This design comes from an exercise in tuning for small area and few clock cycles on the open sky130 flow, not from production work.
In this exercise RTL edits were held to simulation tests only and were not proved equivalent to the original.
Power and IR drop assume default switching activity.

==> inputs of branch cedar <==
==> flow/design.v <==
module stm_core (
    input  wire       clk,
    input  wire       rst,           
    input  wire       step_valid,
    input  wire [7:0] step_word,
    output wire       step_ready,
    output wire       resp_valid,
    output reg  [1:0] resp_code,     
    output wire [2:0] out_pins,
    output wire       diag_valid,
    output reg  [7:0] diag_data,
    input  wire       diag_ready
);
    localparam C_MAIN = 2'd0;
    localparam C_TISR = 2'd1;
    localparam C_BISR = 2'd2;
    localparam C_HALT = 2'd3;
    localparam M_ENTER   = 3'd0;
    localparam M_CONSUME = 3'd1;
    localparam M_TICK    = 3'd2;
    localparam M_EXIT    = 3'd3;
    localparam M_WAIT    = 3'd4;
    localparam M_PANIC   = 3'd5;
    localparam SP_ENTER  = 2'd0;
    localparam SP_SIGNAL = 2'd1;
    localparam SP_EXIT   = 2'd2;
    localparam SP_DONE   = 2'd3;
    localparam B_ENTER = 3'd0;
    localparam B_EDGE  = 3'd1;
    localparam B_ACK   = 3'd2;
    localparam B_EXIT  = 3'd3;
    localparam B_RET   = 3'd4;
    localparam B_PANIC = 3'd5;
    localparam E_BTN  = 2'd1;
    localparam E_OUT  = 2'd2;
    localparam E_DIAG = 2'd3;
    reg        state;        
    reg [3:0]  d2, d1, d0;   
    reg [2:0]  out;
    reg        pend;
    reg        btn;
    reg        edge_pend;
    reg        edge_defer;
    reg        tim_pend;
    reg        imask;
    reg [1:0]  ctx;
    reg [2:0]  mpos;
    reg [2:0]  hpos;         
    reg        fired;
    reg [1:0]  err;
    reg        wake;
    reg        flt_btn;
    reg [2:0]  flt_out;
    reg        flt_diag;
    reg        em_busy;
    reg [5:0]  em_idx;
    reg        em_b;         
    reg        line_pend;    
    reg        inc_pend;     
    wire       ackd = hpos[2];
    wire [1:0] spos = hpos[1:0];
    wire [3:0] op  = step_word[7:4];
    wire [3:0] arg = step_word[3:0];
    reg legal;
    always @(*) begin
        case (op)
            4'h1, 4'h4, 4'h5, 4'hD: legal = (arg[3:1] == 3'b000);
            4'h3:                   legal = 1'b1;
            4'h2, 4'h6, 4'h7, 4'h8, 4'h9, 4'hA, 4'hB, 4'hC, 4'hE:
                                    legal = (arg == 4'h0);
            4'hF:                   legal = (arg == 4'h0) || (arg == 4'hF);
            default:                legal = 1'b0;
        endcase
    end
    wire in_main = (ctx == C_MAIN);
    wire in_tisr = (ctx == C_TISR);
    wire in_bisr = (ctx == C_BISR);
    wire in_halt = (ctx == C_HALT);
    reg en;
    always @(*) begin
        case (op)
            4'h5: en = in_main && !imask && (arg[0] ? edge_pend : tim_pend);
            4'h6: en = (in_tisr && spos == SP_DONE && ackd) ||
                       (in_bisr && hpos == B_RET);
            4'h7: en = (in_main && mpos == M_ENTER) ||
                       (in_tisr && spos == SP_ENTER) ||
                       (in_bisr && hpos == B_ENTER);
            4'h8: en = (in_main && mpos == M_EXIT) ||
                       (in_tisr && spos == SP_EXIT) ||
                       (in_bisr && hpos == B_EXIT);
            4'h9: en = in_tisr && spos == SP_SIGNAL;
            4'hA: en = in_main && mpos == M_CONSUME;
            4'hB: en = in_main && mpos == M_TICK;
            4'hC: en = in_bisr && hpos == B_EDGE;
            4'hD: en = arg[0] ? (in_bisr && hpos == B_ACK)
                              : (in_tisr && !ackd && (spos == SP_ENTER || spos == SP_DONE));
            4'hE: en = in_main && mpos == M_WAIT && wake;
            4'hF: en = arg[0] || (in_main && mpos == M_PANIC) || (in_bisr && hpos == B_PANIC);
            default: en = 1'b1;    
        endcase
    end
    wire em_last  = (em_idx == 6'd40);
    wire em_end   = em_busy && em_last && diag_ready;
    wire any_pend = line_pend || inc_pend;
    wire em_free  = !em_busy || (em_end && !any_pend);
    reg hold;
    always @(*) begin
        case (op)
            4'h1:       hold = line_pend;
            4'hB, 4'hC: hold = any_pend;
            4'hF:       hold = !em_free;
            default:    hold = 1'b0;
        endcase
    end
    assign step_ready = !hold;
    wire accept = step_valid && step_ready;
    wire exec   = accept && legal && en;
    assign resp_valid = accept;
    always @(*) begin
        if (!legal)   resp_code = 2'd2;
        else if (!en) resp_code = 2'd1;
        else          resp_code = 2'd0;
    end
    wire c0 = (d0 == 4'd9);
    wire c1 = c0 && (d1 == 4'd9);
    wire c2 = c1 && (d2 == 4'd9);
    wire [3:0] i0 = c0 ? 4'd0 : d0 + 4'd1;
    wire [3:0] i1 = c0 ? (c1 ? 4'd0 : d1 + 4'd1) : d1;
    wire [3:0] i2 = c1 ? (c2 ? 4'd0 : d2 + 4'd1) : d2;
    wire       run_inc = state && !btn;       
    wire       do_inc  = (op == 4'hB) && run_inc;
    wire [3:0] n2 = do_inc ? i2 : d2;
    wire [3:0] n1 = do_inc ? i1 : d1;
    wire [3:0] n0 = do_inc ? i0 : d0;
    wire ge25 = (n1 > 4'd2) || (n1 == 4'd2 && n0 >= 4'd5);
    wire ge50 = (n1 >= 4'd5);
    wire ge75 = (n1 > 4'd7) || (n1 == 4'd7 && n0 >= 4'd5);
    reg [2:0] pat;
    always @(*) begin
        case (n2)
            4'd0: pat = 3'd0;
            4'd1: pat = ge25 ? 3'd1 : 3'd0;
            4'd2: pat = ge50 ? 3'd2 : 3'd1;
            4'd3: pat = ge75 ? 3'd3 : 3'd2;
            4'd4: pat = 3'd3;
            4'd5: pat = 3'd4;
            4'd6: pat = ge25 ? 3'd5 : 3'd4;
            4'd7: pat = ge50 ? 3'd6 : 3'd5;
            4'd8: pat = ge75 ? 3'd7 : 3'd6;
            default: pat = 3'd7;
        endcase
    end
    wire [2:0] wr_out;
    assign wr_out[0] = flt_out[0] ? out[0] : pat[0];
    assign wr_out[1] = (flt_out[0] || flt_out[1]) ? out[1] : pat[1];
    assign wr_out[2] = (flt_out != 3'b000) ? out[2] : pat[2];
    wire is_tick  = exec && (op == 4'hB);
    wire is_edge  = exec && (op == 4'hC);
    wire is_reset = exec && (op == 4'hF) && arg[0];
    wire is_panic = exec && (op == 4'hF) && !arg[0];
    wire io_ok    = !flt_btn && (flt_out == 3'b000);
    wire tick_ok  = is_tick && io_ok && !flt_diag;
    wire start_panic = is_panic && !flt_diag;
    wire defer = em_busy && !em_end;
    wire em_now = tick_ok && !em_busy;
    assign diag_valid = em_busy || em_now;
    assign out_pins   = is_reset ? 3'd0 :
                        ((is_tick || is_edge) && !flt_btn) ? wr_out : out;
    wire clr = rst || is_reset;
    always @(posedge clk) begin
        if (rst)
            btn <= 1'b0;
        else if (exec && op == 4'h1)
            btn <= arg[0];
    end
    always @(posedge clk) begin
        if (clr) begin
            state      <= 1'b0;
            d2         <= 4'd0;
            d1         <= 4'd0;
            d0         <= 4'd0;
            out        <= 3'd0;
            pend       <= 1'b0;
            edge_pend  <= 1'b0;
            edge_defer <= 1'b0;
            tim_pend   <= 1'b0;
            imask      <= 1'b0;
            ctx        <= C_MAIN;
            mpos       <= M_ENTER;
            wake       <= 1'b0;
            flt_btn    <= 1'b0;
            flt_out    <= 3'd0;
            flt_diag   <= 1'b0;
        end else if (em_end && inc_pend) begin
            d2 <= i2;
            d1 <= i1;
            d0 <= i0;
        end
        if (clr) begin
        end else if (exec) begin
            case (op)
                4'h1: if (btn != arg[0]) begin
                    if (!edge_pend) edge_pend  <= 1'b1;
                    else            edge_defer <= 1'b1;
                end
                4'h2: tim_pend <= 1'b1;
                4'h3: begin
                    flt_btn <= arg[0];
                    flt_out <= arg[3:1];
                end
                4'h4: flt_diag <= arg[0];
                4'h5: begin
                    ctx  <= arg[0] ? C_BISR : C_TISR;
                    wake <= 1'b1;
                end
                4'h6: ctx <= C_MAIN;
                4'h7: begin
                    imask <= 1'b1;
                    if (in_main) mpos <= M_CONSUME;
                end
                4'h8: begin
                    imask <= 1'b0;
                    if (in_main) mpos <= fired ? M_ENTER : M_WAIT;
                end
                4'h9: pend <= 1'b1;
                4'hA: begin
                    pend <= 1'b0;
                    mpos <= pend ? M_TICK : M_EXIT;
                end
                4'hB: begin
                    if (flt_btn) begin
                        mpos <= M_PANIC;
                    end else begin
                        state <= !btn;
                        if (!defer) begin
                            d2 <= n2;
                            d1 <= n1;
                            d0 <= n0;
                        end
                        out <= wr_out;
                        mpos <= (flt_out != 3'b000 || flt_diag) ? M_PANIC : M_EXIT;
                    end
                end
                4'hC: begin
                    if (!flt_btn) begin
                        state <= !btn;
                        out   <= wr_out;
                    end
                end
                4'hD: begin
                    if (arg[0]) begin
                        edge_pend  <= edge_defer;
                        edge_defer <= 1'b0;
                    end else begin
                        tim_pend <= 1'b0;
                    end
                end
                4'hE: begin
                    wake <= 1'b0;
                    mpos <= M_ENTER;
                end
                4'hF: begin    
                    imask <= 1'b1;
                    ctx   <= C_HALT;
                end
                default: ;
            endcase
        end
    end
    always @(posedge clk) begin
        if (exec) begin
            case (op)
                4'h5: hpos <= 3'd0;
                4'h7: if (in_tisr) hpos[1:0] <= SP_SIGNAL;
                      else hpos <= B_EDGE;
                4'h8: if (in_tisr) hpos[1:0] <= SP_DONE;
                      else hpos <= B_RET;
                4'h9: hpos[1:0] <= SP_EXIT;
                4'hC: hpos <= io_ok ? B_ACK : B_PANIC;
                4'hD: if (arg[0]) hpos <= B_EXIT;
                      else hpos[2] <= 1'b1;
                default: ;
            endcase
        end
    end
    always @(posedge clk) begin
        if (exec && op == 4'hA)
            fired <= pend;
    end
    always @(posedge clk) begin
        if (exec && (op == 4'hB || op == 4'hC)) begin
            if (flt_btn)                err <= E_BTN;
            else if (flt_out != 3'b000) err <= E_OUT;
            else                        err <= E_DIAG;
        end
    end
    wire narrow = (d2 == 4'd0);
    wire panic  = in_halt;
    wire skip   = panic ? (em_idx == 6'd22 && err == E_BTN)
                        : (em_idx == 6'd17 && narrow);
    always @(posedge clk) begin
        if (rst) begin
            em_busy   <= 1'b0;
            line_pend <= 1'b0;
            inc_pend  <= 1'b0;
        end else begin
            if (em_end) begin
                em_busy   <= line_pend;
                line_pend <= 1'b0;
                inc_pend  <= 1'b0;
            end
            if (is_tick && !flt_btn && defer) begin
                line_pend <= tick_ok;
                inc_pend  <= do_inc;
            end else if (tick_ok || start_panic) begin
                em_busy <= 1'b1;
            end
        end
    end
    always @(posedge clk) begin
        if (tick_ok && !defer)
            em_b <= btn;
        else if (em_end && line_pend)
            em_b <= btn;
    end
    always @(posedge clk) begin
        if (rst)
            em_idx <= 6'd0;
        else if (start_panic)
            em_idx <= 6'd16;
        else if (tick_ok && !defer)
            em_idx <= (em_now && diag_ready) ? 6'd1 : 6'd0;
        else if (em_busy && diag_ready)
            em_idx <= em_last ? 6'd0 : em_idx + (skip ? 6'd2 : 6'd1);
    end
    wire [7:0] dg2 = {4'h3, d2};
    wire [7:0] dg1 = (narrow && d1 == 4'd0) ? 8'h20 : {4'h3, d1};
    wire [7:0] dg0 = {4'h3, d0};
    always @(*) begin
        diag_data = 8'h20;
        if (panic) begin
            case (em_idx)
                6'd16: diag_data = "P";
                6'd17: diag_data = "A";
                6'd18: diag_data = "N";
                6'd19: diag_data = "I";
                6'd20: diag_data = "C";
                6'd21: diag_data = ":";
                6'd22: diag_data = " ";
                6'd39: diag_data = 8'h0D;
                6'd40: diag_data = 8'h0A;
                default: begin
                    case (err)
                        E_BTN: case (em_idx)
                            6'd24: diag_data = "B";
                            6'd25: diag_data = "u";
                            6'd26: diag_data = "t";
                            6'd27: diag_data = "t";
                            6'd28: diag_data = "o";
                            6'd29: diag_data = "n";
                            6'd30: diag_data = "R";
                            6'd31: diag_data = "e";
                            6'd32: diag_data = "a";
                            6'd33: diag_data = "d";
                            6'd34: diag_data = "E";
                            6'd35: diag_data = "r";
                            6'd36: diag_data = "r";
                            6'd37: diag_data = "o";
                            default: diag_data = "r";
                        endcase
                        E_OUT: case (em_idx)
                            6'd23: diag_data = "O";
                            6'd24: diag_data = "u";
                            6'd25: diag_data = "t";
                            6'd26: diag_data = "p";
                            6'd27: diag_data = "u";
                            6'd28: diag_data = "t";
                            6'd29: diag_data = "W";
                            6'd30: diag_data = "r";
                            6'd31: diag_data = "i";
                            6'd32: diag_data = "t";
                            6'd33: diag_data = "e";
                            6'd34: diag_data = "E";
                            6'd35: diag_data = "r";
                            6'd36: diag_data = "r";
                            6'd37: diag_data = "o";
                            default: diag_data = "r";
                        endcase
                        default: case (em_idx)
                            6'd23: diag_data = "D";
                            6'd24: diag_data = "i";
                            6'd25: diag_data = "a";
                            6'd26: diag_data = "g";
                            6'd27: diag_data = "W";
                            6'd28: diag_data = "r";
                            6'd29: diag_data = "i";
                            6'd30: diag_data = "t";
                            6'd31: diag_data = "e";
                            6'd32: diag_data = "F";
                            6'd33: diag_data = "a";
                            6'd34: diag_data = "i";
                            6'd35: diag_data = "l";
                            6'd36: diag_data = "u";
                            6'd37: diag_data = "r";
                            default: diag_data = "e";
                        endcase
                    endcase
                end
            endcase
        end else begin
            case (em_idx)
                6'd0:  diag_data = "b";
                6'd1:  diag_data = "t";
                6'd2:  diag_data = "n";
                6'd3:  diag_data = ":";
                6'd5:  diag_data = em_b ? " " : "f";
                6'd6:  diag_data = em_b ? "t" : "a";
                6'd7:  diag_data = em_b ? "r" : "l";
                6'd8:  diag_data = em_b ? "u" : "s";
                6'd9:  diag_data = "e";
                6'd11: diag_data = "|";
                6'd13: diag_data = "c";
                6'd14: diag_data = "n";
                6'd15: diag_data = "t";
                6'd16: diag_data = ":";
                6'd18: diag_data = dg2;
                6'd19: diag_data = dg1;
                6'd20: diag_data = dg0;
                6'd22: diag_data = "|";
                6'd24: diag_data = "s";
                6'd25: diag_data = "t";
                6'd26: diag_data = "a";
                6'd27: diag_data = "t";
                6'd28: diag_data = "e";
                6'd29: diag_data = ":";
                6'd32: diag_data = em_b ? " " : "R";
                6'd33: diag_data = em_b ? "P" : "u";
                6'd34: diag_data = em_b ? "a" : "n";
                6'd35: diag_data = em_b ? "u" : "n";
                6'd36: diag_data = em_b ? "s" : "i";
                6'd37: diag_data = em_b ? "e" : "n";
                6'd38: diag_data = em_b ? "d" : "g";
                6'd39: diag_data = 8'h0D;
                6'd40: diag_data = 8'h0A;
                default: diag_data = 8'h20;
            endcase
        end
    end
endmodule
==> flow/run.sh <==
#!/bin/bash
# synth_recipe.tcl (not shown) runs the flow's synth.tcl, then flattens the netlist and writes it again
# the make line also repeats each setting of config.mk as NAME=value (left out here)
make -C /OpenROAD-flow-scripts/flow DESIGN_CONFIG=/design/flow/config.mk WORK_HOME=/design/flow/orfs CLKGATE_MAP_FILE= SYNTH_SCRIPT=/design/flow/synth_recipe.tcl finish
==> flow/config.mk <==
export PLATFORM = sky130hd
export DESIGN_NAME = stm_core
export DESIGN_NICKNAME = stm_core
export VERILOG_FILES = /design/flow/design.v
export SDC_FILE = /design/flow/constraint.sdc
export NUM_CORES = 4
export LEC_CHECK = 0
export CAP_MARGIN = 20
export CORE_MARGIN = 2
export CORE_UTILIZATION = 40
export SLEW_MARGIN = 20
==> flow/constraint.sdc <==
create_clock -name core_clock -period 12.0 [get_ports {clk}]
set_input_delay 2.4000 -clock core_clock [delete_from_list [all_inputs] [get_ports {clk}]]
set_output_delay 2.4000 -clock core_clock [all_outputs]
set_load 0.01 [all_outputs]
==> branch raven (differences from branch cedar) <==
==> flow/flow/run.sh (new file) <==
#!/bin/bash
# Standard layout, with the standard synthesis's combinational logic re-mapped
# for area (registers untouched). Each tool's output goes to its own log here.
set -euo pipefail
R=orfs/results/$FLOW_PLATFORM/stm_core/base
LIB=$FLOW_HOME/platforms/$FLOW_PLATFORM/lib/sky130_fd_sc_hd__tt_025C_1v80.lib
YOSYS=$FLOW_HOME/../tools/install/yosys/bin/yosys
[ -x "$YOSYS" ] || YOSYS=yosys

# 1. the standard synthesis, unchanged
bash standard.sh synth > log_synth.txt 2>&1

# 2. re-map the combinational logic
cp $R/1_2_yosys.v std_synth.v
sed -e "s#LIBFILE#$LIB#g" -e "s#NETLIST#std_synth.v#" -e "s#OUTFILE#resyn.v#" flow/resyn.ys > resyn_run.ys
$YOSYS -s resyn_run.ys > log_resyn.txt 2>&1
cp resyn.v $R/1_2_yosys.v
rm -f $R/1_synth.odb $R/1_synth.sdc

# 3. the rest of the standard layout on the re-mapped netlist
bash standard.sh > log_layout.txt 2>&1
==> flow/flow/resyn.abc (new file) <==
strash
&get -n
&st
&dch
&nf -R 1000
&put
strash
&get -n
&st
&syn2
&dch
&nf -R 1000
&put
strash
&get -n
&st
&dch -f
&nf -R 1000
&put
topo
==> flow/flow/resyn.ys (new file) <==
# Re-map the combinational logic of the standard synthesis for area.
# The flip-flops (and the tie cell) are kept as they are, instance for
# instance, so every register keeps its name and cell type.
read_liberty -ignore_miss_func LIBFILE
read_verilog NETLIST
hierarchy -top stm_core
blackbox sky130_fd_sc_hd__dfxtp_1 sky130_fd_sc_hd__edfxtp_1 sky130_fd_sc_hd__conb_1
flatten
opt -purge
abc -script flow/resyn.abc -D 12000 -liberty LIBFILE -dont_use sky130_fd_sc_hd__lpflow_bleeder_1 -dont_use sky130_fd_sc_hd__lpflow_clkbufkapwr_1 -dont_use sky130_fd_sc_hd__lpflow_clkbufkapwr_16 -dont_use sky130_fd_sc_hd__lpflow_clkbufkapwr_2 -dont_use sky130_fd_sc_hd__lpflow_clkbufkapwr_4 -dont_use sky130_fd_sc_hd__lpflow_clkbufkapwr_8 -dont_use sky130_fd_sc_hd__lpflow_clkinvkapwr_1 -dont_use sky130_fd_sc_hd__lpflow_clkinvkapwr_16 -dont_use sky130_fd_sc_hd__lpflow_clkinvkapwr_2 -dont_use sky130_fd_sc_hd__lpflow_clkinvkapwr_4 -dont_use sky130_fd_sc_hd__lpflow_clkinvkapwr_8 -dont_use sky130_fd_sc_hd__lpflow_decapkapwr_12 -dont_use sky130_fd_sc_hd__lpflow_decapkapwr_3 -dont_use sky130_fd_sc_hd__lpflow_decapkapwr_4 -dont_use sky130_fd_sc_hd__lpflow_decapkapwr_6 -dont_use sky130_fd_sc_hd__lpflow_decapkapwr_8 -dont_use sky130_fd_sc_hd__lpflow_inputiso0n_1 -dont_use sky130_fd_sc_hd__lpflow_inputiso0p_1 -dont_use sky130_fd_sc_hd__lpflow_inputiso1n_1 -dont_use sky130_fd_sc_hd__lpflow_inputiso1p_1 -dont_use sky130_fd_sc_hd__lpflow_inputisolatch_1 -dont_use sky130_fd_sc_hd__lpflow_isobufsrc_1 -dont_use sky130_fd_sc_hd__lpflow_isobufsrc_16 -dont_use sky130_fd_sc_hd__lpflow_isobufsrc_2 -dont_use sky130_fd_sc_hd__lpflow_isobufsrc_4 -dont_use sky130_fd_sc_hd__lpflow_isobufsrc_8 -dont_use sky130_fd_sc_hd__lpflow_isobufsrckapwr_16 -dont_use sky130_fd_sc_hd__lpflow_lsbuf_lh_hl_isowell_tap_1 -dont_use sky130_fd_sc_hd__lpflow_lsbuf_lh_hl_isowell_tap_2 -dont_use sky130_fd_sc_hd__lpflow_lsbuf_lh_hl_isowell_tap_4 -dont_use sky130_fd_sc_hd__lpflow_lsbuf_lh_isowell_4 -dont_use sky130_fd_sc_hd__lpflow_lsbuf_lh_isowell_tap_1 -dont_use sky130_fd_sc_hd__lpflow_lsbuf_lh_isowell_tap_2 -dont_use sky130_fd_sc_hd__lpflow_lsbuf_lh_isowell_tap_4 -dont_use sky130_fd_sc_hd__probe_p_8 -dont_use sky130_fd_sc_hd__probec_p_8 
opt_clean -purge
hilomap -singleton -hicell sky130_fd_sc_hd__conb_1 HI -locell sky130_fd_sc_hd__conb_1 LO
insbuf -buf sky130_fd_sc_hd__buf_4 A X
splitnets
opt_clean -purge
check
stat -liberty LIBFILE
write_verilog -noattr -nohex -nodec OUTFILE
==> flow/standard.sh (new file) <==
#!/bin/bash
# synth_recipe.tcl (not shown) runs the flow's synth.tcl, then flattens the netlist and writes it again
# the make line also repeats each setting of config.mk as NAME=value (left out here)
make -C /OpenROAD-flow-scripts/flow DESIGN_CONFIG=/design/flow/config.mk WORK_HOME=/design/flow/orfs CLKGATE_MAP_FILE= SYNTH_SCRIPT=/design/flow/synth_recipe.tcl "${@:-finish}"
removed: flow/run.sh
==> impl_results.md <==
* ClkCell Share at 2.03%
* Outcome: complete, no violations
* Commonest cells after routing, fill and taps aside: nor2_1 (79), nand2_1 (72), a21oi_1 (69)
* Number of global-route vias before repair at 4599
* Cell area after layout at 4750 sq um
* Layout Skew at 0.0105 ns
* P_seq at 167 uW
* CTS root buffer: clkbuf_8
* First-pass GRT wire length at 24300 microns
* Most used routing layer: met1
* Pint at 223 uW
* Initial Util at 40.8%
* Sequential fraction of design power at 55.6%
-- figures above: branch raven

==> impl_results.md <==
* Outcome: complete, no violations
* Initial Util at 41.2%
* Pint at 255 uW
* Layout Skew at 0.00876 ns
* Most used routing layer: met2
* Cell area after layout at 5630 sq um
* Sequential fraction of design power at 48.7%
* ClkCell Share at 2.47%
* Number of global-route vias before repair at 5408
* Commonest cells after routing, fill and taps aside: nor2_1 (81), nand2_1 (74), o21ai_0 (58)
* First-pass GRT wire length at 28400 microns
-- figures above: branch cedar

Testbench counts of branch cedar, summed over its fixed seeds: cycles 67,555.
Testbench counts of branch raven, summed over its fixed seeds: cycles 67,555.

## re-timing with driven ports
The results above use ideal ports. As a check the final layouts listed here were re-extracted and re-timed, cells and wires unchanged.
Step 1: set_driving_cell puts a clkbuf_16 on clk and a buf_2 on each other input, an assumption about the parent block.
Step 2 also shifts input and output timing later by t, the mid clock arrival at the registers, as if the neighbouring blocks saw the same clock.
Three values: ideal ports, drivers, drivers and shift; two values: the first two.
| run | t, ns | setup WS [ns] | worst setup path after step 2 | latest minus earliest clock arrival (ns) | cell pins on the clock port's net |
|---|---|---|---|---|---|
| branch cedar | 0.327 | 2.911 / 2.887 / 2.887 | input to output | 0.008 / 0.009 | 1 |
| branch raven | 0.336 | 2.626 / 2.603 / 2.603 | input to output | 0.011 / 0.011 | 1 |
After both steps setup and hold are still met in every run listed. For branch cedar, which loses most, drivers alone change the setup slack by -0.024 ns; drivers and shift together by -0.024 ns.
